Source: an optimization exercise on an open RTL-to-GDS flow (aim: small area, a short achievable clock period and few clock cycles). Production flows keep margins and buffers that such runs may drop.
In this exercise RTL edits were held to simulation tests only and were not proved equivalent to the original.
Power and IR drop assume default switching activity.

## job 3601
// dfwt_core
module dfwt_core (
    input  wire        clk,
    input  wire        rst,
    input  wire        op_valid,
    output wire        op_ready,
    input  wire [3:0]  op_code,
    input  wire [31:0] op_arg,
    input  wire [5:0]  op_len,
    output wire        out_valid,
    input  wire        out_ready,
    output wire [7:0]  out_byte,
    output wire        busy,
    output wire [15:0] crc,
    output wire [31:0] timestep,
    output wire        gate
);
    localparam OP_CRC_INIT  = 4'h0, OP_CRC_RESET = 4'h1, OP_CRC_BYTE = 4'h2,
               OP_MFM       = 4'h3, OP_FM        = 4'h4, OP_RAW      = 4'h5,
               OP_MFM_CRC   = 4'h6, OP_CONFIG    = 4'h7, OP_FLUSH    = 4'h8,
               OP_BT_RESET  = 4'h9, OP_WRGATE    = 4'hA, OP_FLUX     = 4'hB,
               OP_WAIT_IDX  = 4'hC, OP_STOP      = 4'hD, OP_TR_RESET = 4'hE;
    localparam S_IDLE = 2'd0, S_CELLS = 2'd1, S_PAD = 2'd2, S_EXEC = 2'd3;
    localparam K_FLUX = 2'd1, K_BYTE = 2'd2, K_WIDX = 2'd3;
    function [15:0] crc_byte(input [15:0] c, input [7:0] b);
        integer i;
        reg [15:0] x;
        begin
            x = c ^ {b, 8'h00};
            for (i = 0; i < 8; i = i + 1)
                x = x[15] ? ((x << 1) ^ 16'h1021) : (x << 1);
            crc_byte = x;
        end
    endfunction
    reg [1:0]  state;
    reg [15:0] crc_cur, crc_init;
    reg        last_bit;
    reg [14:0] half_r;
    reg [7:0]  precomp_r;
    reg [31:0] cell_buf;
    reg [4:0]  idx;       
    reg        enc;       
    reg        fm;
    reg [1:0]  pad_cnt;
    reg [3:0]  x_code;
    reg [5:0]  sr;
    reg [2:0]  warm;      
  ...
export LEC_CHECK = 0
export CAP_MARGIN = 20
export CORE_MARGIN = 2
export CORE_UTILIZATION = 55
export SETUP_SLACK_MARGIN = 5
export SLEW_MARGIN = 20
create_clock -name core_clock -period 9.0 [get_ports {clk}]
standard.sh (not shown) runs the stock make flow with config.mk's settings and CLKGATE_MAP_FILE= SYNTH_SCRIPT=/design/flow/synth_recipe.tcl, a recipe that flattens the netlist after the stock synthesis.
==> flow/flow/run.sh <==
#!/bin/bash
set -euo pipefail
bash standard.sh SETUP_SLACK_MARGIN=5.6 \
  "BUFFER_PORTS_ARGS=-buffer_cell sky130_fd_sc_hd__buf_1" \
  "CTS_ARGS=-sink_clustering_enable -repair_clock_nets -dont_use_dummy_load" \
  finish > standard.log 2>&1
Job 3601 finished every stage and its layout cleared the timing, design-rule and antenna checks.
Testbench counts of job 3601, summed over its fixed seeds: cycles 205,357.
Changes in job 7994 relative to job 3601:
==> flow/flow/run.sh <==
#!/bin/bash
set -euo pipefail
bash standard.sh SETUP_SLACK_MARGIN=5.7 \
  "BUFFER_PORTS_ARGS=-buffer_cell sky130_fd_sc_hd__buf_1" \
  "CTS_ARGS=-sink_clustering_enable -repair_clock_nets -dont_use_dummy_load" \
  finish > standard.log 2>&1
Findings:
As far as global-route wire length before repair is concerned, job 7994 and job 3601 perform about the same.
Against job 3601, timing-limited maximum frequency in job 7994 rose slightly.
The utilization reported for job 7994 is greater than that of job 3601 by 0.16 points.
Changes observed in job 7994 relative to job 3601: critical path depth fell 1, first-iteration DRC count shows a reduction of 95, via count of the first global-routing pass was more or less identical.
~same cell count in job 3601 and job 7994
The worst hold slack on job 7994 is in line with that on job 3601.
Looking at logic depth of the worst register-to-register path, job 7994 sits 1 lower than job 3601 does.
Reported net switching power (job 7994 vs. job 3601) increases slightly
Period utilization: job 3601 and job 7994 compared, higher one is job 3601
[inputs] job 4208 vs job 7994
diff --git a/flow/config.mk b/flow/config.mk
--- a/flow/config.mk
+++ b/flow/config.mk
@@ -8,5 +8,5 @@
 export CAP_MARGIN = 20
 export CORE_MARGIN = 2
-export CORE_UTILIZATION = 55
+export CORE_UTILIZATION = 70
 export SETUP_SLACK_MARGIN = 5
 export SLEW_MARGIN = 20
## What came out
Job 4208 reached the final stage; the timing, design-rule and antenna checks on its layout passed. When job 4208 is set beside job 7994, its power dissipated by switching net loads turns out to be 0.53% smaller. Post-route cell area (job 4208 over job 7994): decrease, 0.48%. Job 4208 — detailed-routed wire length on met3 45% higher, job 7994 as reference. Any difference in overall power after layout between job 7994 and job 4208 is small enough to ignore. Of job 7994 and job 4208, job 4208 shows the lower flop-to-flop setup slack, with job 7994 above it.
diff inputs: job 4208 => job 9655
==> flow/flow/run.sh <==
#!/bin/bash
set -euo pipefail
bash standard.sh SETUP_SLACK_MARGIN=5.7 \
  "BUFFER_PORTS_ARGS=-buffer_cell sky130_fd_sc_hd__buf_1" \
  "CTS_ARGS=-sink_clustering_enable -repair_clock_nets -dont_use_dummy_load -sink_clustering_size 30 -sink_clustering_max_diameter 60" \
  finish > standard.log 2>&1
diff --git a/flow/config.mk b/flow/config.mk
--- a/flow/config.mk
+++ b/flow/config.mk
@@ -8,5 +8,5 @@
 export CAP_MARGIN = 20
 export CORE_MARGIN = 2
-export CORE_UTILIZATION = 70
+export CORE_UTILIZATION = 55
 export SETUP_SLACK_MARGIN = 5
 export SLEW_MARGIN = 20
Notes after the runs:
Looking at the reports, job 9655 completed the entire flow and the layout it produced met the timing, design-rule and antenna checks. Relative to job 4208, final clock period utilization by the worst path decreased by 0.49 points in job 9655. Total length of routed met2 wires delta for job 9655 relative to job 4208: 110 um lower. Compared with job 4208, job 9655 shows a lower initial cell density of the core. From job 4208 to job 9655 the numbers moved as follows: worst relative slew slack fell 0.39 points, total wire length increased by 850 um relative to the old numbers, fraction of area in multi-input gates down 0.27 points.

-- re-timing with driven ports --
The flow's constraints put no driver on any port. The routed layouts listed below were extracted and timed again, unchanged, in two steps. Step 1 sets driving cells, clkbuf_16 on the clock port and buf_2 on the other inputs (assumed; they add their load-dependent delay and slew). Step 2 adds t to the input delays and takes it off the output delays; t is the mean of the earliest and latest rising clock arrival at the registers after step 1. Input paths then give back, and output paths get back, about the clock's delay inside the block. Three values: ideal, step 1, step 2; two values: the first two.
| run | t (ns) | setup slack, ns | latest minus earliest clock arrival (ns) |
|---|---|---|---|
| job 3601 | 0.578 | 5.738 / 5.738 / 5.393 | 0.054 / 0.055 |
| job 7994 | 0.579 | 5.765 / 5.765 / 5.390 | 0.056 / 0.057 |
| job 4208 | 0.569 | 5.667 / 5.667 / 5.325 | 0.026 / 0.026 |
| job 9655 | 0.565 | 5.711 / 5.711 / 5.346 | 0.034 / 0.035 |
After both steps every run listed still meets setup and hold. For job 7994, which loses most, drivers alone change the setup slack by 0.000 ns; drivers and shift together by -0.375 ns.
